From an optimization exercise on the open Yosys and OpenROAD flow, aimed at small area, a short achievable clock period and few clock cycles per item; shortcuts taken in it are not production practice.
Only the layout flow was run in this run; the RTL was not checked for function there.
Power is estimated from default activity; no workload was simulated.

`flow/design.v`:
```
module j1587_msgdec (
    input  wire         clk,
    input  wire         rst,
    input  wire         start,
    input  wire [255:0] frame,
    input  wire [5:0]   frame_len,
    output reg          done,
    output reg  [3:0]   err,
    output reg  [7:0]   mid,
    output reg  [3:0]   nparams,
    output reg  [80:0]  par_pid,    
    output reg  [44:0]  par_pos,    
    output reg  [44:0]  par_dlen    
);
    localparam [3:0] E_NONE      = 4'd0;
    localparam [3:0] E_INV_PID   = 4'd1;
    localparam [3:0] E_INV_LEN   = 4'd3;
    localparam [3:0] E_TOO_LONG  = 4'd6;
    localparam [3:0] E_TRUNC     = 4'd7;
    localparam [3:0] E_CHECKSUM  = 4'd8;
    integer i;
    genvar g;
    reg       busy;          
    reg       wt;            
    reg       quick;         
    reg [4:0] cpos;          
    reg [6:0] dr;            
    reg [7:0] lr;            
    reg [7:0] nr;            
    reg [3:0] slot;          
    reg [1:0] perr;          
    reg       page2;         
    reg       longr;         
    reg [12:0] csa_q;      
    reg [52:0] csb_q;
    reg [11:0] cs2_q;
    reg [7:0] pid_r  [0:8];
    reg [4:0] pos_r  [0:8];
    reg [4:0] dlen_r [0:8];
    wire [7:0] b0 = frame[7:0];
    wire [7:0] b1 = frame[15:8];
    wire [7:0] b2 = frame[23:16];
    wire [7:0] b3 = frame[31:24];
    wire [31:0] inlen;
    assign inlen[0] = (frame_len[5]) | (frame_len[4]) | (frame_len[3]) | (frame_len[2]) | (frame_len[1]) | (frame_len[0]);
    assign inlen[1] = (frame_len[5]) | (frame_len[4]) | (frame_len[3]) | (frame_len[2]) | (frame_len[1]);
    assign inlen[2] = (frame_len[5]) | (frame_len[4]) | (frame_len[3]) | (frame_len[2]) | (frame_len[1] & frame_len[0]);
    assign inlen[3] = (frame_len[5]) | (frame_len[4]) | (frame_len[3]) | (frame_len[2]);
    assign inlen[4] = (frame_len[5]) | (frame_len[4]) | (frame_len[3]) | (frame_len[2] & frame_len[1]) | (frame_len[2] & frame_len[0]);
    assign inlen[5] = (frame_len[5]) | (frame_len[4]) | (frame_len[3]) | (frame_len[2] & frame_len[1]);
    assign inlen[6] = (frame_len[5]) | (frame_len[4]) | (frame_len[3]) | (frame_len[2] & frame_len[1] & frame_len[0]);
    assign inlen[7] = (frame_len[5]) | (frame_len[4]) | (frame_len[3]);
    assign inlen[8] = (frame_len[5]) | (frame_len[4]) | (frame_len[3] & frame_len[2]) | (frame_len[3] & frame_len[1]) | (frame_len[3] & frame_len[0]);
    assign inlen[9] = (frame_len[5]) | (frame_len[4]) | (frame_len[3] & frame_len[2]) | (frame_len[3] & frame_len[1]);
    assign inlen[10] = (frame_len[5]) | (frame_len[4]) | (frame_len[3] & frame_len[2]) | (frame_len[3] & frame_len[1] & frame_len[0]);
    assign inlen[11] = (frame_len[5]) | (frame_len[4]) | (frame_len[3] & frame_len[2]);
    assign inlen[12] = (frame_len[5]) | (frame_len[4]) | (frame_len[3] & frame_len[2] & frame_len[1]) | (frame_len[3] & frame_len[2] & frame_len[0]);
    assign inlen[13] = (frame_len[5]) | (frame_len[4]) | (frame_len[3] & frame_len[2] & frame_len[1]);
    assign inlen[14] = (frame_len[5]) | (frame_len[4]) | (frame_len[3] & frame_len[2] & frame_len[1] & frame_len[0]);
    assign inlen[15] = (frame_len[5]) | (frame_len[4]);
    assign inlen[16] = (frame_len[5]) | (frame_len[4] & frame_len[3]) | (frame_len[4] & frame_len[2]) | (frame_len[4] & frame_len[1]) | (frame_len[4] & frame_len[0]);
    assign inlen[17] = (frame_len[5]) | (frame_len[4] & frame_len[3]) | (frame_len[4] & frame_len[2]) | (frame_len[4] & frame_len[1]);
    assign inlen[18] = (frame_len[5]) | (frame_len[4] & frame_len[3]) | (frame_len[4] & frame_len[2]) | (frame_len[4] & frame_len[1] & frame_len[0]);
    assign inlen[19] = (frame_len[5]) | (frame_len[4] & frame_len[3]) | (frame_len[4] & frame_len[2]);
    assign inlen[20] = (frame_len[5]) | (frame_len[4] & frame_len[3]) | (frame_len[4] & frame_len[2] & frame_len[1]) | (frame_len[4] & frame_len[2] & frame_len[0]);
    assign inlen[21] = (frame_len[5]) | (frame_len[4] & frame_len[3]) | (frame_len[4] & frame_len[2] & frame_len[1]);
    assign inlen[22] = (frame_len[5]) | (frame_len[4] & frame_len[3]) | (frame_len[4] & frame_len[2] & frame_len[1] & frame_len[0]);
    assign inlen[23] = (frame_len[5]) | (frame_len[4] & frame_len[3]);
    assign inlen[24] = (frame_len[5]) | (frame_len[4] & frame_len[3] & frame_len[2]) | (frame_len[4] & frame_len[3] & frame_len[1]) | (frame_len[4] & frame_len[3] & frame_len[0]);
    assign inlen[25] = (frame_len[5]) | (frame_len[4] & frame_len[3] & frame_len[2]) | (frame_len[4] & frame_len[3] & frame_len[1]);
    assign inlen[26] = (frame_len[5]) | (frame_len[4] & frame_len[3] & frame_len[2]) | (frame_len[4] & frame_len[3] & frame_len[1] & frame_len[0]);
    assign inlen[27] = (frame_len[5]) | (frame_len[4] & frame_len[3] & frame_len[2]);
    assign inlen[28] = (frame_len[5]) | (frame_len[4] & frame_len[3] & frame_len[2] & frame_len[1]) | (frame_len[4] & frame_len[3] & frame_len[2] & frame_len[0]);
    assign inlen[29] = (frame_len[5]) | (frame_len[4] & frame_len[3] & frame_len[2] & frame_len[1]);
    assign inlen[30] = (frame_len[5]) | (frame_len[4] & frame_len[3] & frame_len[2] & frame_len[1] & frame_len[0]);
    assign inlen[31] = (frame_len[5]);
    wire pg_in = inlen[2] && (b1 == 8'hFF);
    wire [255:0] fm;
    generate
        for (g = 0; g < 32; g = g + 1) begin : g_mask
            if (g < 4) begin : g_keep
                assign fm[8*g +: 8] = frame[8*g +: 8];
            end else begin : g_cut
                assign fm[8*g +: 8] = frame[8*g +: 8] & {8{inlen[g]}};
            end
        end
    endgenerate
    wire cs1 = fm[0] ^ fm[8] ^ fm[16];
    wire cs2 = (fm[0] & fm[8]) | (fm[0] & fm[16]) | (fm[8] & fm[16]);
    wire cs3 = fm[24] ^ fm[32] ^ fm[40];
    wire cs4 = (fm[24] & fm[32]) | (fm[24] & fm[40]) | (fm[32] & fm[40]);
    wire cs5 = fm[48] ^ fm[56] ^ fm[64];
    wire cs6 = (fm[48] & fm[56]) | (fm[48] & fm[64]) | (fm[56] & fm[64]);
    wire cs7 = fm[1] ^ fm[9] ^ fm[17];
    wire cs8 = (fm[1] & fm[9]) | (fm[1] & fm[17]) | (fm[9] & fm[17]);
    wire cs9 = fm[25] ^ fm[33] ^ fm[41];
    wire cs10 = (fm[25] & fm[33]) | (fm[25] & fm[41]) | (fm[33] & fm[41]);
    wire cs11 = fm[49] ^ fm[57] ^ fm[65];
    wire cs12 = (fm[49] & fm[57]) | (fm[49] & fm[65]) | (fm[57] & fm[65]);
    wire cs13 = fm[2] ^ fm[10] ^ fm[18];
    wire cs14 = (fm[2] & fm[10]) | (fm[2] & fm[18]) | (fm[10] & fm[18]);
    wire cs15 = fm[26] ^ fm[34] ^ fm[42];
    wire cs16 = (fm[26] & fm[34]) | (fm[26] & fm[42]) | (fm[34] & fm[42]);
    wire cs17 = fm[50] ^ fm[58] ^ fm[66];
    wire cs18 = (fm[50] & fm[58]) | (fm[50] & fm[66]) | (fm[58] & fm[66]);
    wire cs19 = fm[3] ^ fm[11] ^ fm[19];
    wire cs20 = (fm[3] & fm[11]) | (fm[3] & fm[19]) | (fm[11] & fm[19]);
    wire cs21 = fm[27] ^ fm[35] ^ fm[43];
    wire cs22 = (fm[27] & fm[35]) | (fm[27] & fm[43]) | (fm[35] & fm[43]);
    wire cs23 = fm[51] ^ fm[59] ^ fm[67];
    wire cs24 = (fm[51] & fm[59]) | (fm[51] & fm[67]) | (fm[59] & fm[67]);
    wire cs25 = fm[4] ^ fm[12] ^ fm[20];
    wire cs26 = (fm[4] & fm[12]) | (fm[4] & fm[20]) | (fm[12] & fm[20]);
    wire cs27 = fm[28] ^ fm[36] ^ fm[44];
    wire cs28 = (fm[28] & fm[36]) | (fm[28] & fm[44]) | (fm[36] & fm[44]);
    wire cs29 = fm[52] ^ fm[60] ^ fm[68];
    wire cs30 = (fm[52] & fm[60]) | (fm[52] & fm[68]) | (fm[60] & fm[68]);
    wire cs31 = fm[5] ^ fm[13] ^ fm[21];
    wire cs32 = (fm[5] & fm[13]) | (fm[5] & fm[21]) | (fm[13] & fm[21]);
    wire cs33 = fm[29] ^ fm[37] ^ fm[45];
    wire cs34 = (fm[29] & fm[37]) | (fm[29] & fm[45]) | (fm[37] & fm[45]);
    wire cs35 = fm[53] ^ fm[61] ^ fm[69];
    wire cs36 = (fm[53] & fm[61]) | (fm[53] & fm[69]) | (fm[61] & fm[69]);
    wire cs37 = fm[6] ^ fm[14] ^ fm[22];
    wire cs38 = (fm[6] & fm[14]) | (fm[6] & fm[22]) | (fm[14] & fm[22]);
    wire cs39 = fm[30] ^ fm[38] ^ fm[46];
    wire cs40 = (fm[30] & fm[38]) | (fm[30] & fm[46]) | (fm[38] & fm[46]);
    wire cs41 = fm[54] ^ fm[62] ^ fm[70];
    wire cs42 = (fm[54] & fm[62]) | (fm[54] & fm[70]) | (fm[62] & fm[70]);
    wire cs43 = fm[7] ^ fm[15] ^ fm[23];
    wire cs44 = fm[31] ^ fm[39] ^ fm[47];
    wire cs45 = fm[55] ^ fm[63] ^ fm[71];
    wire cs46 = cs1 ^ cs3 ^ cs5;
    wire cs47 = (cs1 & cs3) | (cs1 & cs5) | (cs3 & cs5);
    wire cs48 = cs2 ^ cs4 ^ cs6;
    wire cs49 = (cs2 & cs4) | (cs2 & cs6) | (cs4 & cs6);
    wire cs50 = cs7 ^ cs9 ^ cs11;
    wire cs51 = (cs7 & cs9) | (cs7 & cs11) | (cs9 & cs11);
    wire cs52 = cs8 ^ cs10 ^ cs12;
    wire cs53 = (cs8 & cs10) | (cs8 & cs12) | (cs10 & cs12);
    wire cs54 = cs13 ^ cs15 ^ cs17;
    wire cs55 = (cs13 & cs15) | (cs13 & cs17) | (cs15 & cs17);
    wire cs56 = cs14 ^ cs16 ^ cs18;
    wire cs57 = (cs14 & cs16) | (cs14 & cs18) | (cs16 & cs18);
    wire cs58 = cs19 ^ cs21 ^ cs23;
    wire cs59 = (cs19 & cs21) | (cs19 & cs23) | (cs21 & cs23);
    wire cs60 = cs20 ^ cs22 ^ cs24;
    wire cs61 = (cs20 & cs22) | (cs20 & cs24) | (cs22 & cs24);
    wire cs62 = cs25 ^ cs27 ^ cs29;
    wire cs63 = (cs25 & cs27) | (cs25 & cs29) | (cs27 & cs29);
    wire cs64 = cs26 ^ cs28 ^ cs30;
    wire cs65 = (cs26 & cs28) | (cs26 & cs30) | (cs28 & cs30);
    wire cs66 = cs31 ^ cs33 ^ cs35;
    wire cs67 = (cs31 & cs33) | (cs31 & cs35) | (cs33 & cs35);
    wire cs68 = cs32 ^ cs34 ^ cs36;
    wire cs69 = (cs32 & cs34) | (cs32 & cs36) | (cs34 & cs36);
    wire cs70 = cs37 ^ cs39 ^ cs41;
    wire cs71 = (cs37 & cs39) | (cs37 & cs41) | (cs39 & cs41);
    wire cs72 = cs38 ^ cs40 ^ cs42;
    wire cs73 = cs43 ^ cs44 ^ cs45;
    wire cs74 = cs47 ^ cs48 ^ cs50;
    wire cs75 = (cs47 & cs48) | (cs47 & cs50) | (cs48 & cs50);
    wire cs76 = cs49 ^ cs51 ^ cs52;
    wire cs77 = (cs49 & cs51) | (cs49 & cs52) | (cs51 & cs52);
    wire cs78 = cs53 ^ cs55 ^ cs56;
    wire cs79 = (cs53 & cs55) | (cs53 & cs56) | (cs55 & cs56);
    wire cs80 = cs57 ^ cs59 ^ cs60;
    wire cs81 = (cs57 & cs59) | (cs57 & cs60) | (cs59 & cs60);
    wire cs82 = cs61 ^ cs63 ^ cs64;
    wire cs83 = (cs61 & cs63) | (cs61 & cs64) | (cs63 & cs64);
    wire cs84 = cs65 ^ cs67 ^ cs68;
    wire cs85 = (cs65 & cs67) | (cs65 & cs68) | (cs67 & cs68);
    wire cs86 = cs69 ^ cs71 ^ cs72;
    wire cs87 = cs75 ^ cs76 ^ cs54;
    wire cs88 = (cs75 & cs76) | (cs75 & cs54) | (cs76 & cs54);
    wire cs89 = cs77 ^ cs78 ^ cs58;
    wire cs90 = (cs77 & cs78) | (cs77 & cs58) | (cs78 & cs58);
    wire cs91 = cs79 ^ cs80 ^ cs62;
    wire cs92 = (cs79 & cs80) | (cs79 & cs62) | (cs80 & cs62);
    wire cs93 = cs81 ^ cs82 ^ cs66;
    wire cs94 = (cs81 & cs82) | (cs81 & cs66) | (cs82 & cs66);
    wire cs95 = cs83 ^ cs84 ^ cs70;
    wire cs96 = (cs83 & cs84) | (cs83 & cs70) | (cs84 & cs70);
    wire cs97 = cs85 ^ cs86 ^ cs73;
    wire [12:0] csa_d = {cs97, cs96, cs95, cs94, cs93, cs92, cs91, cs90, cs89, cs88, cs87, cs74, cs46};
    wire cs98 = fm[72] ^ fm[80] ^ fm[88];
    wire cs99 = (fm[72] & fm[80]) | (fm[72] & fm[88]) | (fm[80] & fm[88]);
    wire cs100 = fm[96] ^ fm[104] ^ fm[112];
    wire cs101 = (fm[96] & fm[104]) | (fm[96] & fm[112]) | (fm[104] & fm[112]);
    wire cs102 = fm[120] ^ fm[128] ^ fm[136];
    wire cs103 = (fm[120] & fm[128]) | (fm[120] & fm[136]) | (fm[128] & fm[136]);
    wire cs104 = fm[144] ^ fm[152] ^ fm[160];
    wire cs105 = (fm[144] & fm[152]) | (fm[144] & fm[160]) | (fm[152] & fm[160]);
    wire cs106 = fm[168] ^ fm[176] ^ fm[184];
    wire cs107 = (fm[168] & fm[176]) | (fm[168] & fm[184]) | (fm[176] & fm[184]);
    wire cs108 = fm[192] ^ fm[200] ^ fm[208];
    wire cs109 = (fm[192] & fm[200]) | (fm[192] & fm[208]) | (fm[200] & fm[208]);
    wire cs110 = fm[216] ^ fm[224] ^ fm[232];
    wire cs111 = (fm[216] & fm[224]) | (fm[216] & fm[232]) | (fm[224] & fm[232]);
    wire cs112 = fm[73] ^ fm[81] ^ fm[89];
    wire cs113 = (fm[73] & fm[81]) | (fm[73] & fm[89]) | (fm[81] & fm[89]);
    wire cs114 = fm[97] ^ fm[105] ^ fm[113];
    wire cs115 = (fm[97] & fm[105]) | (fm[97] & fm[113]) | (fm[105] & fm[113]);
    wire cs116 = fm[121] ^ fm[129] ^ fm[137];
    wire cs117 = (fm[121] & fm[129]) | (fm[121] & fm[137]) | (fm[129] & fm[137]);
    wire cs118 = fm[145] ^ fm[153] ^ fm[161];
    wire cs119 = (fm[145] & fm[153]) | (fm[145] & fm[161]) | (fm[153] & fm[161]);
    wire cs120 = fm[169] ^ fm[177] ^ fm[185];
    wire cs121 = (fm[169] & fm[177]) | (fm[169] & fm[185]) | (fm[177] & fm[185]);
    wire cs122 = fm[193] ^ fm[201] ^ fm[209];
    wire cs123 = (fm[193] & fm[201]) | (fm[193] & fm[209]) | (fm[201] & fm[209]);
    wire cs124 = fm[217] ^ fm[225] ^ fm[233];
    wire cs125 = (fm[217] & fm[225]) | (fm[217] & fm[233]) | (fm[225] & fm[233]);
    wire cs126 = fm[74] ^ fm[82] ^ fm[90];
    wire cs127 = (fm[74] & fm[82]) | (fm[74] & fm[90]) | (fm[82] & fm[90]);
    wire cs128 = fm[98] ^ fm[106] ^ fm[114];
    wire cs129 = (fm[98] & fm[106]) | (fm[98] & fm[114]) | (fm[106] & fm[114]);
    wire cs130 = fm[122] ^ fm[130] ^ fm[138];
    wire cs131 = (fm[122] & fm[130]) | (fm[122] & fm[138]) | (fm[130] & fm[138]);
    wire cs132 = fm[146] ^ fm[154] ^ fm[162];
    wire cs133 = (fm[146] & fm[154]) | (fm[146] & fm[162]) | (fm[154] & fm[162]);
    wire cs134 = fm[170] ^ fm[178] ^ fm[186];
    wire cs135 = (fm[170] & fm[178]) | (fm[170] & fm[186]) | (fm[178] & fm[186]);
    wire cs136 = fm[194] ^ fm[202] ^ fm[210];
    wire cs137 = (fm[194] & fm[202]) | (fm[194] & fm[210]) | (fm[202] & fm[210]);
    wire cs138 = fm[218] ^ fm[226] ^ fm[234];
    wire cs139 = (fm[218] & fm[226]) | (fm[218] & fm[234]) | (fm[226] & fm[234]);
    wire cs140 = fm[75] ^ fm[83] ^ fm[91];
    wire cs141 = (fm[75] & fm[83]) | (fm[75] & fm[91]) | (fm[83] & fm[91]);
    wire cs142 = fm[99] ^ fm[107] ^ fm[115];
    wire cs143 = (fm[99] & fm[107]) | (fm[99] & fm[115]) | (fm[107] & fm[115]);
    wire cs144 = fm[123] ^ fm[131] ^ fm[139];
    wire cs145 = (fm[123] & fm[131]) | (fm[123] & fm[139]) | (fm[131] & fm[139]);
    wire cs146 = fm[147] ^ fm[155] ^ fm[163];
    wire cs147 = (fm[147] & fm[155]) | (fm[147] & fm[163]) | (fm[155] & fm[163]);
    wire cs148 = fm[171] ^ fm[179] ^ fm[187];
    wire cs149 = (fm[171] & fm[179]) | (fm[171] & fm[187]) | (fm[179] & fm[187]);
    wire cs150 = fm[195] ^ fm[203] ^ fm[211];
    wire cs151 = (fm[195] & fm[203]) | (fm[195] & fm[211]) | (fm[203] & fm[211]);
    wire cs152 = fm[219] ^ fm[227] ^ fm[235];
    wire cs153 = (fm[219] & fm[227]) | (fm[219] & fm[235]) | (fm[227] & fm[235]);
    wire cs154 = fm[76] ^ fm[84] ^ fm[92];
    wire cs155 = (fm[76] & fm[84]) | (fm[76] & fm[92]) | (fm[84] & fm[92]);
    wire cs156 = fm[100] ^ fm[108] ^ fm[116];
    wire cs157 = (fm[100] & fm[108]) | (fm[100] & fm[116]) | (fm[108] & fm[116]);
    wire cs158 = fm[124] ^ fm[132] ^ fm[140];
    wire cs159 = (fm[124] & fm[132]) | (fm[124] & fm[140]) | (fm[132] & fm[140]);
    wire cs160 = fm[148] ^ fm[156] ^ fm[164];
    wire cs161 = (fm[148] & fm[156]) | (fm[148] & fm[164]) | (fm[156] & fm[164]);
    wire cs162 = fm[172] ^ fm[180] ^ fm[188];
    wire cs163 = (fm[172] & fm[180]) | (fm[172] & fm[188]) | (fm[180] & fm[188]);
    wire cs164 = fm[196] ^ fm[204] ^ fm[212];
    wire cs165 = (fm[196] & fm[204]) | (fm[196] & fm[212]) | (fm[204] & fm[212]);
    wire cs166 = fm[220] ^ fm[228] ^ fm[236];
    wire cs167 = (fm[220] & fm[228]) | (fm[220] & fm[236]) | (fm[228] & fm[236]);
    wire cs168 = fm[77] ^ fm[85] ^ fm[93];
    wire cs169 = (fm[77] & fm[85]) | (fm[77] & fm[93]) | (fm[85] & fm[93]);
    wire cs170 = fm[101] ^ fm[109] ^ fm[117];
    wire cs171 = (fm[101] & fm[109]) | (fm[101] & fm[117]) | (fm[109] & fm[117]);
    wire cs172 = fm[125] ^ fm[133] ^ fm[141];
    wire cs173 = (fm[125] & fm[133]) | (fm[125] & fm[141]) | (fm[133] & fm[141]);
    wire cs174 = fm[149] ^ fm[157] ^ fm[165];
    wire cs175 = (fm[149] & fm[157]) | (fm[149] & fm[165]) | (fm[157] & fm[165]);
    wire cs176 = fm[173] ^ fm[181] ^ fm[189];
    wire cs177 = (fm[173] & fm[181]) | (fm[173] & fm[189]) | (fm[181] & fm[189]);
    wire cs178 = fm[197] ^ fm[205] ^ fm[213];
    wire cs179 = (fm[197] & fm[205]) | (fm[197] & fm[213]) | (fm[205] & fm[213]);
    wire cs180 = fm[221] ^ fm[229] ^ fm[237];
    wire cs181 = (fm[221] & fm[229]) | (fm[221] & fm[237]) | (fm[229] & fm[237]);
    wire cs182 = fm[78] ^ fm[86] ^ fm[94];
    wire cs183 = (fm[78] & fm[86]) | (fm[78] & fm[94]) | (fm[86] & fm[94]);
    wire cs184 = fm[102] ^ fm[110] ^ fm[118];
    wire cs185 = (fm[102] & fm[110]) | (fm[102] & fm[118]) | (fm[110] & fm[118]);
    wire cs186 = fm[126] ^ fm[134] ^ fm[142];
    wire cs187 = (fm[126] & fm[134]) | (fm[126] & fm[142]) | (fm[134] & fm[142]);
    wire cs188 = fm[150] ^ fm[158] ^ fm[166];
    wire cs189 = (fm[150] & fm[158]) | (fm[150] & fm[166]) | (fm[158] & fm[166]);
    wire cs190 = fm[174] ^ fm[182] ^ fm[190];
    wire cs191 = (fm[174] & fm[182]) | (fm[174] & fm[190]) | (fm[182] & fm[190]);
    wire cs192 = fm[198] ^ fm[206] ^ fm[214];
    wire cs193 = (fm[198] & fm[206]) | (fm[198] & fm[214]) | (fm[206] & fm[214]);
    wire cs194 = fm[222] ^ fm[230] ^ fm[238];
    wire cs195 = (fm[222] & fm[230]) | (fm[222] & fm[238]) | (fm[230] & fm[238]);
    wire cs196 = fm[79] ^ fm[87] ^ fm[95];
    wire cs197 = fm[103] ^ fm[111] ^ fm[119];
    wire cs198 = fm[127] ^ fm[135] ^ fm[143];
    wire cs199 = fm[151] ^ fm[159] ^ fm[167];
    wire cs200 = fm[175] ^ fm[183] ^ fm[191];
    wire cs201 = fm[199] ^ fm[207] ^ fm[215];
    wire cs202 = fm[223] ^ fm[231] ^ fm[239];
    wire cs203 = cs98 ^ cs100 ^ cs102;
    wire cs204 = (cs98 & cs100) | (cs98 & cs102) | (cs100 & cs102);
    wire cs205 = cs104 ^ cs106 ^ cs108;
    wire cs206 = (cs104 & cs106) | (cs104 & cs108) | (cs106 & cs108);
    wire cs207 = cs110 ^ fm[240] ^ fm[248];
    wire cs208 = (cs110 & fm[240]) | (cs110 & fm[248]) | (fm[240] & fm[248]);
    wire cs209 = cs99 ^ cs101 ^ cs103;
    wire cs210 = (cs99 & cs101) | (cs99 & cs103) | (cs101 & cs103);
    wire cs211 = cs105 ^ cs107 ^ cs109;
    wire cs212 = (cs105 & cs107) | (cs105 & cs109) | (cs107 & cs109);
    wire cs213 = cs111 ^ cs112 ^ cs114;
    wire cs214 = (cs111 & cs112) | (cs111 & cs114) | (cs112 & cs114);
    wire cs215 = cs116 ^ cs118 ^ cs120;
    wire cs216 = (cs116 & cs118) | (cs116 & cs120) | (cs118 & cs120);
    wire cs217 = cs122 ^ cs124 ^ fm[241];
    wire cs218 = (cs122 & cs124) | (cs122 & fm[241]) | (cs124 & fm[241]);
    wire cs219 = cs113 ^ cs115 ^ cs117;
    wire cs220 = (cs113 & cs115) | (cs113 & cs117) | (cs115 & cs117);
    wire cs221 = cs119 ^ cs121 ^ cs123;
    wire cs222 = (cs119 & cs121) | (cs119 & cs123) | (cs121 & cs123);
    wire cs223 = cs125 ^ cs126 ^ cs128;
    wire cs224 = (cs125 & cs126) | (cs125 & cs128) | (cs126 & cs128);
    wire cs225 = cs130 ^ cs132 ^ cs134;
    wire cs226 = (cs130 & cs132) | (cs130 & cs134) | (cs132 & cs134);
    wire cs227 = cs136 ^ cs138 ^ fm[242];
    wire cs228 = (cs136 & cs138) | (cs136 & fm[242]) | (cs138 & fm[242]);
    wire cs229 = cs127 ^ cs129 ^ cs131;
    wire cs230 = (cs127 & cs129) | (cs127 & cs131) | (cs129 & cs131);
    wire cs231 = cs133 ^ cs135 ^ cs137;
    wire cs232 = (cs133 & cs135) | (cs133 & cs137) | (cs135 & cs137);
    wire cs233 = cs139 ^ cs140 ^ cs142;
    wire cs234 = (cs139 & cs140) | (cs139 & cs142) | (cs140 & cs142);
    wire cs235 = cs144 ^ cs146 ^ cs148;
    wire cs236 = (cs144 & cs146) | (cs144 & cs148) | (cs146 & cs148);
    wire cs237 = cs150 ^ cs152 ^ fm[243];
    wire cs238 = (cs150 & cs152) | (cs150 & fm[243]) | (cs152 & fm[243]);
    wire cs239 = cs141 ^ cs143 ^ cs145;
    wire cs240 = (cs141 & cs143) | (cs141 & cs145) | (cs143 & cs145);
    wire cs241 = cs147 ^ cs149 ^ cs151;
    wire cs242 = (cs147 & cs149) | (cs147 & cs151) | (cs149 & cs151);
    wire cs243 = cs153 ^ cs154 ^ cs156;
    wire cs244 = (cs153 & cs154) | (cs153 & cs156) | (cs154 & cs156);
    wire cs245 = cs158 ^ cs160 ^ cs162;
    wire cs246 = (cs158 & cs160) | (cs158 & cs162) | (cs160 & cs162);
    wire cs247 = cs164 ^ cs166 ^ fm[244];
    wire cs248 = (cs164 & cs166) | (cs164 & fm[244]) | (cs166 & fm[244]);
    wire cs249 = cs155 ^ cs157 ^ cs159;
    wire cs250 = (cs155 & cs157) | (cs155 & cs159) | (cs157 & cs159);
    wire cs251 = cs161 ^ cs163 ^ cs165;
    wire cs252 = (cs161 & cs163) | (cs161 & cs165) | (cs163 & cs165);
    wire cs253 = cs167 ^ cs168 ^ cs170;
    wire cs254 = (cs167 & cs168) | (cs167 & cs170) | (cs168 & cs170);
    wire cs255 = cs172 ^ cs174 ^ cs176;
    wire cs256 = (cs172 & cs174) | (cs172 & cs176) | (cs174 & cs176);
    wire cs257 = cs178 ^ cs180 ^ fm[245];
    wire cs258 = (cs178 & cs180) | (cs178 & fm[245]) | (cs180 & fm[245]);
    wire cs259 = cs169 ^ cs171 ^ cs173;
    wire cs260 = (cs169 & cs171) | (cs169 & cs173) | (cs171 & cs173);
    wire cs261 = cs175 ^ cs177 ^ cs179;
    wire cs262 = (cs175 & cs177) | (cs175 & cs179) | (cs177 & cs179);
    wire cs263 = cs181 ^ cs182 ^ cs184;
    wire cs264 = (cs181 & cs182) | (cs181 & cs184) | (cs182 & cs184);
    wire cs265 = cs186 ^ cs188 ^ cs190;
    wire cs266 = (cs186 & cs188) | (cs186 & cs190) | (cs188 & cs190);
    wire cs267 = cs192 ^ cs194 ^ fm[246];
    wire cs268 = (cs192 & cs194) | (cs192 & fm[246]) | (cs194 & fm[246]);
    wire cs269 = cs183 ^ cs185 ^ cs187;
    wire cs270 = cs189 ^ cs191 ^ cs193;
    wire cs271 = cs195 ^ cs196 ^ cs197;
    wire cs272 = cs198 ^ cs199 ^ cs200;
    wire cs273 = cs201 ^ cs202 ^ fm[247];
    wire cs274 = cs203 ^ cs205 ^ cs207;
    wire cs275 = (cs203 & cs205) | (cs203 & cs207) | (cs205 & cs207);
    wire cs276 = cs204 ^ cs206 ^ cs208;
    wire cs277 = (cs204 & cs206) | (cs204 & cs208) | (cs206 & cs208);
    wire cs278 = cs209 ^ cs211 ^ cs213;
    wire cs279 = (cs209 & cs211) | (cs209 & cs213) | (cs211 & cs213);
    wire cs280 = cs215 ^ cs217 ^ fm[249];
    wire cs281 = (cs215 & cs217) | (cs215 & fm[249]) | (cs217 & fm[249]);
    wire cs282 = cs210 ^ cs212 ^ cs214;
    wire cs283 = (cs210 & cs212) | (cs210 & cs214) | (cs212 & cs214);
    wire cs284 = cs216 ^ cs218 ^ cs219;
    wire cs285 = (cs216 & cs218) | (cs216 & cs219) | (cs218 & cs219);
    wire cs286 = cs221 ^ cs223 ^ cs225;
    wire cs287 = (cs221 & cs223) | (cs221 & cs225) | (cs223 & cs225);
    wire cs288 = cs220 ^ cs222 ^ cs224;
    wire cs289 = (cs220 & cs222) | (cs220 & cs224) | (cs222 & cs224);
    wire cs290 = cs226 ^ cs228 ^ cs229;
    wire cs291 = (cs226 & cs228) | (cs226 & cs229) | (cs228 & cs229);
    wire cs292 = cs231 ^ cs233 ^ cs235;
    wire cs293 = (cs231 & cs233) | (cs231 & cs235) | (cs233 & cs235);
    wire cs294 = cs230 ^ cs232 ^ cs234;
    wire cs295 = (cs230 & cs232) | (cs230 & cs234) | (cs232 & cs234);
    wire cs296 = cs236 ^ cs238 ^ cs239;
    wire cs297 = (cs236 & cs238) | (cs236 & cs239) | (cs238 & cs239);
    wire cs298 = cs241 ^ cs243 ^ cs245;
    wire cs299 = (cs241 & cs243) | (cs241 & cs245) | (cs243 & cs245);
    wire cs300 = cs240 ^ cs242 ^ cs244;
    wire cs301 = (cs240 & cs242) | (cs240 & cs244) | (cs242 & cs244);
    wire cs302 = cs246 ^ cs248 ^ cs249;
    wire cs303 = (cs246 & cs248) | (cs246 & cs249) | (cs248 & cs249);
    wire cs304 = cs251 ^ cs253 ^ cs255;
    wire cs305 = (cs251 & cs253) | (cs251 & cs255) | (cs253 & cs255);
    wire cs306 = cs250 ^ cs252 ^ cs254;
    wire cs307 = (cs250 & cs252) | (cs250 & cs254) | (cs252 & cs254);
    wire cs308 = cs256 ^ cs258 ^ cs259;
    wire cs309 = (cs256 & cs258) | (cs256 & cs259) | (cs258 & cs259);
    wire cs310 = cs261 ^ cs263 ^ cs265;
    wire cs311 = (cs261 & cs263) | (cs261 & cs265) | (cs263 & cs265);
    wire cs312 = cs260 ^ cs262 ^ cs264;
    wire cs313 = cs266 ^ cs268 ^ cs269;
    wire cs314 = cs270 ^ cs271 ^ cs272;
    wire [52:0] csb_d = {fm[255], cs273, cs314, cs313, cs312, cs311, cs309, cs307, fm[254], cs267, cs310, cs308, cs306, cs305, cs303, cs301, fm[253], cs257, cs304, cs302, cs300, cs299, cs297, cs295, fm[252], cs247, cs298, cs296, cs294, cs293, cs291, cs289, fm[251], cs237, cs292, cs290, cs288, cs287, cs285, cs283, fm[250], cs227, cs286, cs284, cs282, cs281, cs279, cs277, cs280, cs278, cs276, cs275, cs274};
    wire cs315 = csa_q[1] ^ csb_q[1] ^ csb_q[2];
    wire cs316 = (csa_q[1] & csb_q[1]) | (csa_q[1] & csb_q[2]) | (csb_q[1] & csb_q[2]);
    wire cs317 = csa_q[2] ^ csb_q[5] ^ csb_q[6];
    wire cs318 = (csa_q[2] & csb_q[5]) | (csa_q[2] & csb_q[6]) | (csb_q[5] & csb_q[6]);
    wire cs319 = csb_q[7] ^ csb_q[8] ^ csb_q[9];
    wire cs320 = (csb_q[7] & csb_q[8]) | (csb_q[7] & csb_q[9]) | (csb_q[8] & csb_q[9]);
    wire cs321 = csb_q[10] ^ csb_q[11] ^ csb_q[12];
    wire cs322 = (csb_q[10] & csb_q[11]) | (csb_q[10] & csb_q[12]) | (csb_q[11] & csb_q[12]);
    wire cs323 = csa_q[3] ^ csa_q[4] ^ csb_q[13];
    wire cs324 = (csa_q[3] & csa_q[4]) | (csa_q[3] & csb_q[13]) | (csa_q[4] & csb_q[13]);
    wire cs325 = csb_q[14] ^ csb_q[15] ^ csb_q[16];
    wire cs326 = (csb_q[14] & csb_q[15]) | (csb_q[14] & csb_q[16]) | (csb_q[15] & csb_q[16]);
    wire cs327 = csb_q[17] ^ csb_q[18] ^ csb_q[19];
    wire cs328 = (csb_q[17] & csb_q[18]) | (csb_q[17] & csb_q[19]) | (csb_q[18] & csb_q[19]);
    wire cs329 = csa_q[5] ^ csa_q[6] ^ csb_q[21];
    wire cs330 = (csa_q[5] & csa_q[6]) | (csa_q[5] & csb_q[21]) | (csa_q[6] & csb_q[21]);
    wire cs331 = csb_q[22] ^ csb_q[23] ^ csb_q[24];
    wire cs332 = (csb_q[22] & csb_q[23]) | (csb_q[22] & csb_q[24]) | (csb_q[23] & csb_q[24]);
    wire cs333 = csb_q[25] ^ csb_q[26] ^ csb_q[27];
    wire cs334 = (csb_q[25] & csb_q[26]) | (csb_q[25] & csb_q[27]) | (csb_q[26] & csb_q[27]);
    wire cs335 = csa_q[7] ^ csa_q[8] ^ csb_q[29];
    wire cs336 = (csa_q[7] & csa_q[8]) | (csa_q[7] & csb_q[29]) | (csa_q[8] & csb_q[29]);
    wire cs337 = csb_q[30] ^ csb_q[31] ^ csb_q[32];
    wire cs338 = (csb_q[30] & csb_q[31]) | (csb_q[30] & csb_q[32]) | (csb_q[31] & csb_q[32]);
    wire cs339 = csb_q[33] ^ csb_q[34] ^ csb_q[35];
    wire cs340 = (csb_q[33] & csb_q[34]) | (csb_q[33] & csb_q[35]) | (csb_q[34] & csb_q[35]);
    wire cs341 = csa_q[9] ^ csa_q[10] ^ csb_q[37];
    wire cs342 = (csa_q[9] & csa_q[10]) | (csa_q[9] & csb_q[37]) | (csa_q[10] & csb_q[37]);
    wire cs343 = csb_q[38] ^ csb_q[39] ^ csb_q[40];
    wire cs344 = (csb_q[38] & csb_q[39]) | (csb_q[38] & csb_q[40]) | (csb_q[39] & csb_q[40]);
    wire cs345 = csb_q[41] ^ csb_q[42] ^ csb_q[43];
    wire cs346 = (csb_q[41] & csb_q[42]) | (csb_q[41] & csb_q[43]) | (csb_q[42] & csb_q[43]);
    wire cs347 = csa_q[11] ^ csa_q[12] ^ csb_q[45];
    wire cs348 = csb_q[46] ^ csb_q[47] ^ csb_q[48];
    wire cs349 = csb_q[49] ^ csb_q[50] ^ csb_q[51];
    wire cs350 = cs315 ^ csb_q[3] ^ csb_q[4];
    wire cs351 = (cs315 & csb_q[3]) | (cs315 & csb_q[4]) | (csb_q[3] & csb_q[4]);
    wire cs352 = cs316 ^ cs317 ^ cs319;
    wire cs353 = (cs316 & cs317) | (cs316 & cs319) | (cs317 & cs319);
    wire cs354 = cs318 ^ cs320 ^ cs322;
    wire cs355 = (cs318 & cs320) | (cs318 & cs322) | (cs320 & cs322);
    wire cs356 = cs323 ^ cs325 ^ cs327;
    wire cs357 = (cs323 & cs325) | (cs323 & cs327) | (cs325 & cs327);
    wire cs358 = cs324 ^ cs326 ^ cs328;
    wire cs359 = (cs324 & cs326) | (cs324 & cs328) | (cs326 & cs328);
    wire cs360 = cs329 ^ cs331 ^ cs333;
    wire cs361 = (cs329 & cs331) | (cs329 & cs333) | (cs331 & cs333);
    wire cs362 = cs330 ^ cs332 ^ cs334;
    wire cs363 = (cs330 & cs332) | (cs330 & cs334) | (cs332 & cs334);
    wire cs364 = cs335 ^ cs337 ^ cs339;
    wire cs365 = (cs335 & cs337) | (cs335 & cs339) | (cs337 & cs339);
    wire cs366 = cs336 ^ cs338 ^ cs340;
    wire cs367 = (cs336 & cs338) | (cs336 & cs340) | (cs338 & cs340);
    wire cs368 = cs341 ^ cs343 ^ cs345;
    wire cs369 = (cs341 & cs343) | (cs341 & cs345) | (cs343 & cs345);
    wire cs370 = cs342 ^ cs344 ^ cs346;
    wire cs371 = cs347 ^ cs348 ^ cs349;
    wire cs372 = cs351 ^ cs352 ^ cs321;
    wire cs373 = (cs351 & cs352) | (cs351 & cs321) | (cs352 & cs321);
    wire cs374 = cs353 ^ cs354 ^ cs356;
    wire cs375 = (cs353 & cs354) | (cs353 & cs356) | (cs354 & cs356);
    wire cs376 = cs355 ^ cs357 ^ cs358;
    wire cs377 = (cs355 & cs357) | (cs355 & cs358) | (cs357 & cs358);
    wire cs378 = cs359 ^ cs361 ^ cs362;
    wire cs379 = (cs359 & cs361) | (cs359 & cs362) | (cs361 & cs362);
    wire cs380 = cs363 ^ cs365 ^ cs366;
    wire cs381 = (cs363 & cs365) | (cs363 & cs366) | (cs365 & cs366);
    wire cs382 = cs367 ^ cs369 ^ cs370;
    wire cs383 = cs373 ^ cs374 ^ csb_q[20];
    wire cs384 = (cs373 & cs374) | (cs373 & csb_q[20]) | (cs374 & csb_q[20]);
    wire cs385 = cs375 ^ cs376 ^ cs360;
    wire cs386 = (cs375 & cs376) | (cs375 & cs360) | (cs376 & cs360);
    wire cs387 = cs377 ^ cs378 ^ cs364;
    wire cs388 = (cs377 & cs378) | (cs377 & cs364) | (cs378 & cs364);
    wire cs389 = cs379 ^ cs380 ^ cs368;
    wire cs390 = (cs379 & cs380) | (cs379 & cs368) | (cs380 & cs368);
    wire cs391 = cs381 ^ cs382 ^ cs371;
    wire cs392 = cs384 ^ cs385 ^ csb_q[28];
    wire cs393 = (cs384 & cs385) | (cs384 & csb_q[28]) | (cs385 & csb_q[28]);
    wire cs394 = cs386 ^ cs387 ^ csb_q[36];
    wire cs395 = (cs386 & cs387) | (cs386 & csb_q[36]) | (cs387 & csb_q[36]);
    wire cs396 = cs388 ^ cs389 ^ csb_q[44];
    wire cs397 = (cs388 & cs389) | (cs388 & csb_q[44]) | (cs389 & csb_q[44]);
    wire cs398 = cs390 ^ cs391 ^ csb_q[52];
    wire [11:0] cs2_d = {cs398, cs397, cs396, cs395, cs394, cs393, cs392, cs383, cs372, cs350, csb_q[0], csa_q[0]};
    wire csum_bad_2 = (cs2_q[0] ^ cs2_q[1]) |
        (cs2_q[2] ^ 1'b0 ^ (cs2_q[0] | cs2_q[1])) |
        (cs2_q[3] ^ 1'b0 ^ (cs2_q[2] | 1'b0)) |
        (cs2_q[4] ^ 1'b0 ^ (cs2_q[3] | 1'b0)) |
        (cs2_q[5] ^ 1'b0 ^ (cs2_q[4] | 1'b0)) |
        (cs2_q[6] ^ cs2_q[7] ^ (cs2_q[5] | 1'b0)) |
        (cs2_q[8] ^ cs2_q[9] ^ (cs2_q[6] | cs2_q[7])) |
        (cs2_q[10] ^ cs2_q[11] ^ (cs2_q[8] | cs2_q[9]));
    wire csum_bad_a = (csa_q[0] ^ 1'b0) |
        (csa_q[1] ^ 1'b0 ^ (csa_q[0] | 1'b0)) |
        (csa_q[2] ^ 1'b0 ^ (csa_q[1] | 1'b0)) |
        (csa_q[3] ^ csa_q[4] ^ (csa_q[2] | 1'b0)) |
        (csa_q[5] ^ csa_q[6] ^ (csa_q[3] | csa_q[4])) |
        (csa_q[7] ^ csa_q[8] ^ (csa_q[5] | csa_q[6])) |
        (csa_q[9] ^ csa_q[10] ^ (csa_q[7] | csa_q[8])) |
        (csa_q[11] ^ csa_q[12] ^ (csa_q[9] | csa_q[10]));
    function [20:0] step;
        input [4:0] p;
        input [7:0] l;
        input [7:0] n;
        input [6:0] d;
        reg       e;
        reg [1:0] c;
        reg       f;
        reg [4:0] dl;
        reg [4:0] nx;
        reg [6:0] dn;
        reg       dneg;      
        reg       nfit;      
        reg       neq;       
        begin
            dneg = d[6];
            nfit = (n[7:5] == 3'd0) && (n[4:0] <= d[4:0]);
            neq  = (n[7:5] == 3'd0) && (n[4:0] == d[4:0]);
            e  = 1'b0;
            c  = 2'd2;
            f  = 1'b0;
            dl = 5'd1;
            nx = p + 5'd2;
            dn = d - 7'd2;
            if (dneg && d != 7'h7F) begin
                e = 1'b1;
            end else if (l == 8'hFF) begin
                e = 1'b1;
                c = 2'd1;
            end else if (!l[7]) begin
                e = dneg;
                f = (d == 7'd0);
            end else if (!l[6]) begin
                e  = dneg || (d == 7'd0);
                f  = (d == 7'd1);
                dl = 5'd2;
                nx = p + 5'd3;
                dn = d - 7'd3;
            end else if (l != 8'hFE) begin
                e  = dneg || !nfit;
                f  = !dneg && neq;
                dl = n[4:0];
                nx = p + 5'd2 + n[4:0];
                dn = d - 7'd2 - {2'b00, n[4:0]};
            end else begin
                e  = dneg;
                f  = 1'b1;
                dl = d[4:0];
            end
            step = {e, c, f, dl, nx, dn};
        end
    endfunction
    reg [6:0] lm4, lm5;
    always @* begin
        lm4 = 7'd0;
        lm5 = 7'd0;
        for (i = 0; i < 64; i = i + 1)
            if (frame_len == i) begin
                lm4 = i - 4;
                lm5 = i - 5;
            end
    end
    wire [20:0] st1 = step(5'd1, b1, b2, lm4);
    wire [20:0] st2 = step(5'd2, b2, b3, lm5);
    wire [20:0] stm = step(cpos, lr, nr, dr);
    wire [20:0] s  = start ? (pg_in ? st2 : st1) : stm;
    wire [7:0]  l  = start ? (pg_in ? b2 : b1) : lr;
    wire [4:0]  p  = start ? {3'b000, pg_in, ~pg_in} : cpos;
    wire [3:0]  k  = start ? 4'd0 : slot;
    wire       s_err  = s[20];
    wire [1:0] s_code = s[19:18];
    wire       s_fin  = s[17];
    wire [4:0] s_dl   = s[16:12];
    wire [4:0] s_next = s[11:7];
    wire [6:0] s_dn   = s[6:0];
    wire [255:0] frame_l = {frame[255:32], {4{frame[31:24]}}};
    wire [255:0] frame_n = {8'h00, frame[255:40], {4{frame[39:32]}}};
    wire [7:0]   lf = frame_l[{s_next, 3'b000} +: 8];
    wire [7:0]   nf = frame_n[{s_next, 3'b000} +: 8];
    wire act  = start | (busy & ~wt);
    wire fin  = act & (s_err | s_fin);
    wire hold = start & s_fin & ~s_err & inlen[9];
    always @(posedge clk) begin
        mid        <= b0;
        page2      <= pg_in;
        longr      <= inlen[21];
        csa_q      <= csa_d;
        csb_q      <= csb_d;
        cs2_q      <= cs2_d;
        quick      <= start;
        if (rst) begin
            busy <= 1'b0;
            done <= 1'b0;
        end else begin
            busy <= (act & ~fin) | hold;
            done <= (fin & ~hold) | (busy & wt);
        end
        wt <= hold;
        cpos <= s_next;
        dr   <= s_dn;
        lr   <= lf;
        nr   <= nf;
        if (act) begin
            slot <= k + 4'd1;
            perr <= s_err ? s_code : 2'd0;
        end
        for (i = 0; i < 9; i = i + 1)
            if (k == i) begin
                pid_r[i]  <= l;
                pos_r[i]  <= p;
                dlen_r[i] <= s_dl;
            end
    end
    always @* begin
        case (perr)
            2'd1:    err = E_INV_PID;
            2'd2:    err = E_TRUNC;
            2'd3:    err = E_INV_LEN;
            default: err = (quick ? csum_bad_a : csum_bad_2) ? E_CHECKSUM :
                           (longr ? E_TOO_LONG : E_NONE);
        endcase
        nparams = slot;
        for (i = 0; i < 9; i = i + 1) begin
            par_pid[9*i +: 9]  = {page2, pid_r[i]};
            par_pos[5*i +: 5]  = (i == 0) ? {3'b000, page2, ~page2} : pos_r[i];
            par_dlen[5*i +: 5] = dlen_r[i];
        end
    end
endmodule
```
`flow/flow/run.sh`:
```
#!/bin/bash
# The standard layout, with two changes:
#  - plain buffers (buf_1) on the ports instead of the flow's default port
#    buffer cell;
#  - after the standard synthesis, fixinv.py removes the inverters that
#    synthesis leaves around full adders (choosing, per full adder, whether
#    it takes its inputs complemented); Yosys then proves the new netlist
#    equivalent to synthesis's, and the flow goes on from the new netlist
#    (or from synthesis's own, if anything here fails).
export BUFFER_PORTS_ARGS="-buffer_cell sky130_fd_sc_hd__buf_1"
bash standard.sh synth > synth.log 2>&1 || exit 1
R=orfs/results/sky130hd/j1587_msgdec/base
LIB=$FLOW_HOME/platforms/sky130hd/lib/sky130_fd_sc_hd__tt_025C_1v80.lib
cp $R/1_2_yosys.v synth_netlist.v
if python3 flow/fixinv.py synth_netlist.v fixed_netlist.v > fixinv.log 2>&1; then
  cat > eq.ys <<EOY
read_liberty -ignore_miss_func $LIB
read_verilog synth_netlist.v
rename $FLOW_TOP gold
read_verilog fixed_netlist.v
rename $FLOW_TOP gate
flatten
opt_clean
cd gate
rename -hide w:_* w:fixinv*
cd gold
rename -hide w:_*
cd
equiv_make gold gate equiv
hierarchy -top equiv
equiv_simple -seq 2
equiv_induct
equiv_status -assert
EOY
  if timeout 1200 yosys -q eq.ys > eq.log 2>&1; then
    echo "equivalence proven; using fixed_netlist.v" >> fixinv.log
    cp fixed_netlist.v $R/1_2_yosys.v
    rm -f $R/1_synth.odb $R/1_synth.sdc
  else
    echo "equivalence not proven; using synthesis's netlist" >> fixinv.log
  fi
fi
bash standard.sh > standard.log 2>&1
```
`flow/constraint.sdc`:
```
create_clock -name core_clock -period 7.0 [get_ports {clk}]
set_input_delay 1.4000 -clock core_clock [delete_from_list [all_inputs] [get_ports {clk}]]
set_output_delay 1.4000 -clock core_clock [all_outputs]
set_load 0.01 [all_outputs]
```
`flow/standard.sh`:
```
#!/bin/bash
# synth_recipe.tcl (not shown) runs the flow's synth.tcl, then flattens the netlist and writes it again
# the make line also repeats each setting of config.mk as NAME=value (left out here)
make -C /OpenROAD-flow-scripts/flow DESIGN_CONFIG=/design/flow/config.mk WORK_HOME=/design/flow/orfs CLKGATE_MAP_FILE= SYNTH_SCRIPT=/design/flow/synth_recipe.tcl "${@:-finish}"
```
`flow/config.mk`:
```
export PLATFORM = sky130hd
export DESIGN_NAME = j1587_msgdec
export DESIGN_NICKNAME = j1587_msgdec
export VERILOG_FILES = /design/flow/design.v
export SDC_FILE = /design/flow/constraint.sdc
export NUM_CORES = 4
export LEC_CHECK = 0
export CAP_MARGIN = 20
export CORE_MARGIN = 2
export CORE_UTILIZATION = 40
export SETUP_SLACK_MARGIN = 3.5
export SLEW_MARGIN = 20
```
`flow/flow/fixinv.py`:
```
#!/usr/bin/env python3
"""Remove inverters around full adders in a Yosys-written sky130 netlist.

A full adder is self-dual: FA(~a, ~b, ~c) = (~sum, ~cout). Synthesis leaves
inverters on many full-adder inputs and outputs; this chooses, per full
adder, whether to feed it the complemented inputs, so as to need as few
inverters as possible, and rewrites the inverters accordingly (one inverter
per signal whose loads need its complement). The logic is unchanged.

usage: fixinv.py IN.v OUT.v"""
import re, sys
from collections import defaultdict

src = open(sys.argv[1]).read()
m = re.search(r'^(module\s.*?;\n)(.*?)(^endmodule)', src, re.S | re.M)
head, body, tail_kw = m.group(1), m.group(2), m.group(3)
pre, post = src[:m.start()], src[m.end():]

cell_re = re.compile(r'^  (sky130_fd_sc_hd__\w+) (\S+ ?) \(\n(.*?)\n  \);\n', re.S | re.M)
pin_re = re.compile(r'\.(\w+)\((.*?)\)(?:,)?\s*$', re.M)
OUTPINS = {'X', 'Y', 'Q', 'Q_N', 'SUM', 'COUT'}

cells = []      # [type, name, [(pin, net)]]
first = None
last = None
for cm in cell_re.finditer(body):
    if first is None:
        first = cm.start()
    elif body[last:cm.start()].strip():
        sys.exit('fixinv: unparsed text between cells: %r' % body[last:cm.start()][:200])
    last = cm.end()
    pins = [(p, n) for p, n in pin_re.findall(cm.group(3))]
    cells.append([cm.group(1), cm.group(2), pins])
decl = body[:first]
rest = body[last:]
if rest.strip():
    sys.exit('fixinv: unparsed text after the cells: %r' % rest[:200])

def is_inv(t):
    b = t.replace('sky130_fd_sc_hd__', '')
    return re.match(r'(clk)?inv(lp)?_\d+$', b) is not None
def is_fa(t):
    return re.match(r'sky130_fd_sc_hd__fa_\d+$', t) is not None

# ports
outports = set()
inports = set()
for d, w, n in re.findall(r'^\s*(input|output)\s+(\[\d+:\d+\]\s+)?(\S+);', head + decl, re.M):
    (outports if d == 'output' else inports).add(n)
def base(net):
    net = net.strip()
    if net.startswith('\\'):
        nm = net[1:].split()[0]
    else:
        nm = net
    return re.sub(r'\[\d+\]$', '', nm)
def is_port_net(net):
    return base(net) in outports

driver = {}
for ci, (t, name, pins) in enumerate(cells):
    for p, n in pins:
        if p in OUTPINS:
            driver[n.strip()] = (ci, p)

# removable inverters: not driving an output port net
removable = set()
for ci, (t, name, pins) in enumerate(cells):
    if is_inv(t):
        d = dict(pins)
        if not is_port_net(d['Y']) and d['A'].strip() not in ('', ):
            removable.add(ci)

memo = {}
def root(net):
    net = net.strip()
    if net in memo:
        return memo[net]
    r = (net, 0)
    if net in driver:
        ci, p = driver[net]
        if ci in removable:
            a = dict(cells[ci][2])['A'].strip()
            s, par = root(a)
            r = (s, par ^ 1)
    memo[net] = r
    return r

# loads: (ci, pin index) for non-removable cells' input pins
loads = []      # (ci, pi, src, par)
for ci, (t, name, pins) in enumerate(cells):
    if ci in removable:
        continue
    for pi, (p, n) in enumerate(pins):
        if p in OUTPINS or n.strip() == '':
            continue
        s, par = root(n)
        loads.append((ci, pi, s, par))
# port loads: output port nets driven by a removable inverter cannot happen
# (those inverters are kept); nets named in `rest` (assigns) are treated as
# fixed loads on themselves.
extra_fixed = set(re.findall(r'(\\\S+ |[\w$]+(?:\[\d+\])?)', rest)) if rest.strip() else set()

fa_ids = [ci for ci, c in enumerate(cells) if is_fa(c[0])]
pi_ = defaultdict(int)
def src_pi(s):
    if s in driver:
        ci, p = driver[s]
        if is_fa(cells[ci][0]):
            return pi_[ci]
    return 0

by_src = defaultdict(list)
for l in loads:
    by_src[l[2]].append(l)
fa_srcs = defaultdict(set)   # fa -> sources touching it (its inputs' sources and its outputs)
for ci, pi, s, par in loads:
    if is_fa(cells[ci][0]):
        fa_srcs[ci].add(s)
for ci in fa_ids:
    for p, n in cells[ci][2]:
        if p in OUTPINS:
            fa_srcs[ci].add(n.strip())

def need(l):
    ci, pi, s, par = l
    v = par ^ src_pi(s)
    if is_fa(cells[ci][0]):
        v ^= pi_[ci]
    return v
def cost_src(s):
    return 1 if any(need(l) for l in by_src.get(s, [])) else 0
def local_cost(ci):
    return sum(cost_src(s) for s in fa_srcs[ci])

before = sum(cost_src(s) for s in by_src)
improved = True
rounds = 0
while improved and rounds < 50:
    improved = False
    rounds += 1
    for ci in fa_ids:
        c0 = local_cost(ci)
        pi_[ci] ^= 1
        c1 = local_cost(ci)
        if c1 < c0:
            improved = True
        else:
            pi_[ci] ^= 1
after = sum(cost_src(s) for s in by_src)
n_rm = len(removable)

# rebuild
def esc(n):
    n = n.strip()
    return n + ' ' if n.startswith('\\') else n
newinv = {}
out_cells = []
cnt = 0
def inv_net(s):
    global cnt
    if s not in newinv:
        cnt += 1
        newinv[s] = ('fixinv_n%d' % cnt, 'fixinv_i%d' % cnt)
    return newinv[s][0]
for ci, pi, s, par in loads:
    t, name, pins = cells[ci]
    v = need((ci, pi, s, par))
    p = pins[pi][0]
    pins[pi] = (p, inv_net(s) if v else s)
text = []
for ci, (t, name, pins) in enumerate(cells):
    if ci in removable:
        continue
    text.append('  %s %s (\n%s\n  );\n' % (t, name, ',\n'.join('    .%s(%s)' % (p, esc(n)) for p, n in pins)))
for s, (net, name) in newinv.items():
    text.append('  sky130_fd_sc_hd__inv_1 %s (\n    .A(%s),\n    .Y(%s)\n  );\n' % (name, esc(s), net))
wires = ''.join('  wire %s;\n' % net for net, name in newinv.values())
open(sys.argv[2], 'w').write(pre + head + decl + wires + ''.join(text) + rest + tail_kw + post)
sys.stderr.write('fixinv: %d inverters before (%d removable), %d signals needing one, %d after; %d full adders flipped, %d rounds\n'
                 % (sum(1 for c in cells if is_inv(c[0])), n_rm, before, len(newinv) + (sum(1 for c in cells if is_inv(c[0])) - n_rm), sum(pi_.values()), rounds))
```
==> notes.md <==
## worst max-delay path, cell delays in order
cell and delay [ns]:
buf_8 0.10, buf_12 0.12, buf_12 0.12, nor3_4 0.34, nand2_4 0.14, buf_6 0.16
and2_4 0.15, fa_2 0.39, fa_2 0.59, fa_2 0.46, fa_2 0.57
## what timing repair did
action | 4_1_cts | 5_1_grt
buffers inserted | 137 | 52
gates cloned | 19 | 3
setup endpoints to repair | 342 | 114
resized for setup | 328 | 137
pin swaps | 105 | 117
## flip-flops by register name, indices dropped and copies added (netlist names), 2 cells and up
name,cells
nr,8
dlen_r,45
perr,2
pos_r,40
csb_q,53
mid,8
dr,7
csa_q,13
cs2_q,12
pid_r,72
slot,4
cpos,5
lr,8
## how the worst min path moves through the flow
stage | end | slack, ns | cells past startpoint
2_1_floorplan | cs2_q[1] | 0.31 | 0
3_3_place_gp | cs2_q[1] | 0.32 | 0
3_5_place_dp | cs2_q[1] | 0.32 | 0
4_1_cts | cs2_q[1] | 0.35 | 0
5_1_grt | cs2_q[1] | 0.34 | 0
6_report | cs2_q[1] | 0.34 | 0
## layout by cell type, fill, tap and decap left out, types with 12 or more instances in the layout
master and instances:
mux2i_4 13, mux2i_1 90, buf_1 427, clkbuf_16 41, inv_1 85, edfxtp_1 164, xor2_1 28, mux2_2 12
nor2b_1 48, nand2_1 211, fa_1 89, xnor2_1 67, and2_1 94, buf_12 43, o22ai_1 13, a31oi_1 23
dfxtp_1 112, nor3_1 21, buf_6 41, nand3_1 56, a21oi_1 69, a32oi_1 13, nor2_1 62, a211oi_1 18
buf_2 13, buf_4 144, and2_4 47, ha_4 14, nor2_4 14, nand2b_1 12, fa_2 99, ha_1 51
nand4_1 20, o21ai_0 48, o211ai_1 23
## stage by stage
step | setup WS (ns) | util
after floorplan | 2.757 | -
final | 2.961 | 0.5643
after CTS | 3.046 | 0.5423
after global placement | 1.334 | 0.4605
after global routing | 2.912 | 0.5641
after detailed placement | 1.088 | 0.4608
## per-layer routing
metal	part of all wire	routed length (um)	track usage	vias to the layer above
met5	0.00013	13	0	-
met4	0.062	6434	0.1786	2
met3	0.12	12770	0.09979	425
met2	0.44	45470	0.5534	1745
met1	0.37	38720	0.4661	10337
li1	-	-	-	8584
## final cells by class
cell class                      count  area share
Multi-Input combinational cell   1573      0.5081
Sequential cell                   283      0.2463
Timing Repair Buffer              697      0.1614
Clock buffer                       43     0.03116
Tap cell                          688     0.02897
Inverter                          102     0.01444
Clock inverter                     20    0.007874
Timing Repair inverter              3    0.001179
Antenna cell                        7   0.0005895
## power groups by stage
stage / combinational [uW] / sequential (uW) / clock [uW]
after floorplan: 4450 / 2490 / 0
after global placement: 6120 / 2630 / 0
after detailed placement: 6250 / 2630 / 0
after CTS: 7290 / 2600 / 1870
after global routing: 8510 / 2640 / 1940
final: 7930 / 2610 / 1850
==> Flow_metrics.wiki <==
{| class="wikitable"
! Metric !! Value
|-
| Number of antenna violations at the first check in global routing || 5
|-
| Clock slew at the register clock pins of the worst setup and hold paths || approximately 0.06 ns
|-
| Number of cells traversed by the worst register-to-register path || 17
|-
| Fraction of power spent switching nets || 0.4393
|-
| Synthesized area divided by synthesized cell count || 10.31 um^2
|-
| Gpl congestion || around 1
|-
| Clock power share || 0.149
|-
| Wire length per cell after detailed routing || between 30 and 40 um
|-
| Count of nets after finishing || 3213
|-
| Share of post-route cells with drive strength above 1 || 0.2683
|-
| Congestion Overflow GR || 0
|-
| Number of sinks on the clock net || between 200 and 300
|-
| Multi-input combinational cell area || around 15000 um^2
|-
| Drt first pass iters || 6
|-
| Cell area after synthesis || 21370 um^2
|-
| Maximum capacitance violations || 0
|-
| Setup repair after global routing missed its margin || yes
|-
| H-tree Lvls || 2
|-
| Initial DRC Count || between 2000 and 3000
|-
| Worst IR drop on VDD || 0.4184 mV
|-
| Core Area || 52660 um^2
|-
| Clk latency of the worst-skew pair || 0.57 ns
|-
| DP Area || about 24000 um^2
|-
| Category of the worst setup path launch point || input port
|-
| Final-layout fill cell count || roughly 4500
|-
| First-pass GRT wire length || 144.9 mm
|-
| Total number of yosys warnings || 4
|-
| Final count of negative-setup-slack endpoints || 0
|-
| Final-report max-slew violation count || 0
|-
| Buffer type at the clock tree root || clkbuf_16
|-
| Number of buffers created by CTS || 35
|-
| Port buffer count || 449
|-
| Total wire length after detailed routing || 103.4 mm
|-
| Vias per cell || 6.175
|-
| Floorplan die area || 55280 um^2
|-
| Run status || finished clean
|-
| Drt drc || 0
|-
| Int Pwr || between 6000 and 7000 uW
|-
| Critical path data required time || between 7 and 8 ns
|-
| Origin of the critical flop-to-flop path || cpos[1]
|-
| Type of the worst setup path || in -> reg
|-
| Type of element capturing the critical path || flip-flop
|-
| Sequential Power Share || 0.211
|-
| Slew headroom || 0.2383
|-
| Via count of the first global-routing pass || 20917
|-
| Hold path startpoint || csb_q[0]
|-
| Hold Crit Class || reg -> reg
|-
| Power share of the combinational group || 0.640
|-
| Largest clock skew in the final design || 0.01976 ns
|-
| Non-Filler Instances || 3416
|-
| DRT antenna net count || 0
|-
| I/O pin count || about 450
|-
| Maximum clock rate || 0.2476 GHz
|-
| Endpoint of the worst-slack reg-to-reg timing path || nr[1]
|-
| Slew at the pin closest to its max-slew limit || approximately 1.1 ns
|-
| Placed cell count || 3135
|-
| Minimum clock period after layout || 4.039 ns
|-
| Number of buffers on the longest clock path || 3
|-
| Worst-path maximum fanout || 5
|-
| Vias || 21093
|-
| Finished Cell Area || about 30000 um^2
|-
| Setup Total Neg Slack || 0 ns
|-
| Effective utilization at floorplan || 0.4058
|-
| Sw Pwr || around 5400 uW
|-
| Cell area power density || around 420 nW/um^2
|-
| Standard-cell row count || 84
|-
| Crit path from || frame_len[3]
|-
| Global router's overall resource usage || 0.3596
|-
| Period Utilization, post-route || 0.5770
|-
| Final hold violations || 0
|-
| Pwr Total || 12390 uW
|-
| Layout-stage area growth over the synthesis result || 39.07%
|-
| Leakage dissipation || 0.01130 uW
|-
| Arrival time at the worst endpoint || 4.55 ns
|-
| Number of instances in the synthesized netlist || 2072
|-
| Register cell area after layout || 7318 um^2
|-
| Clock tree from TritonCTS || done
|-
| Maximum number of pins on one net before global-route repair || 32
|-
| CTS hold repair buffers || 0
|-
| Worst setup endpoint || csa_q[6]
|-
| Die Y || 235.1 um
|-
| R2r setup slk || 3.17 ns
|-
| Die boundary width || 235.1 um
|-
| Post-DP HPWL || 74.66 mm
|-
| Post-Route Hold Slack || roughly 0.34 ns
|}

==> afterwards: timing with drivers on the ports <==
Ports are ideal in the flow. The routed layout listed here was re-timed in OpenROAD. Step 1 assumes that a clkbuf_16 drives the clock port and a buf_2 every other input. Step 2 also shifts input and output timing later by t, the mid clock arrival at the registers, as if the neighbouring blocks saw the same clock. a / b / c = ideal / step 1 / step 2; a / b = the first two.
t (ns): 0.615
setup WS [ns]: 2.961 / 2.978 / 2.362
worst slew at a driven data input, ns: 0.10
pins driven straight from the clock port: 1
After both steps setup and hold are still met in this run. The setup slack of this run moves by +0.017 ns with the drivers and by -0.599 ns with both steps.
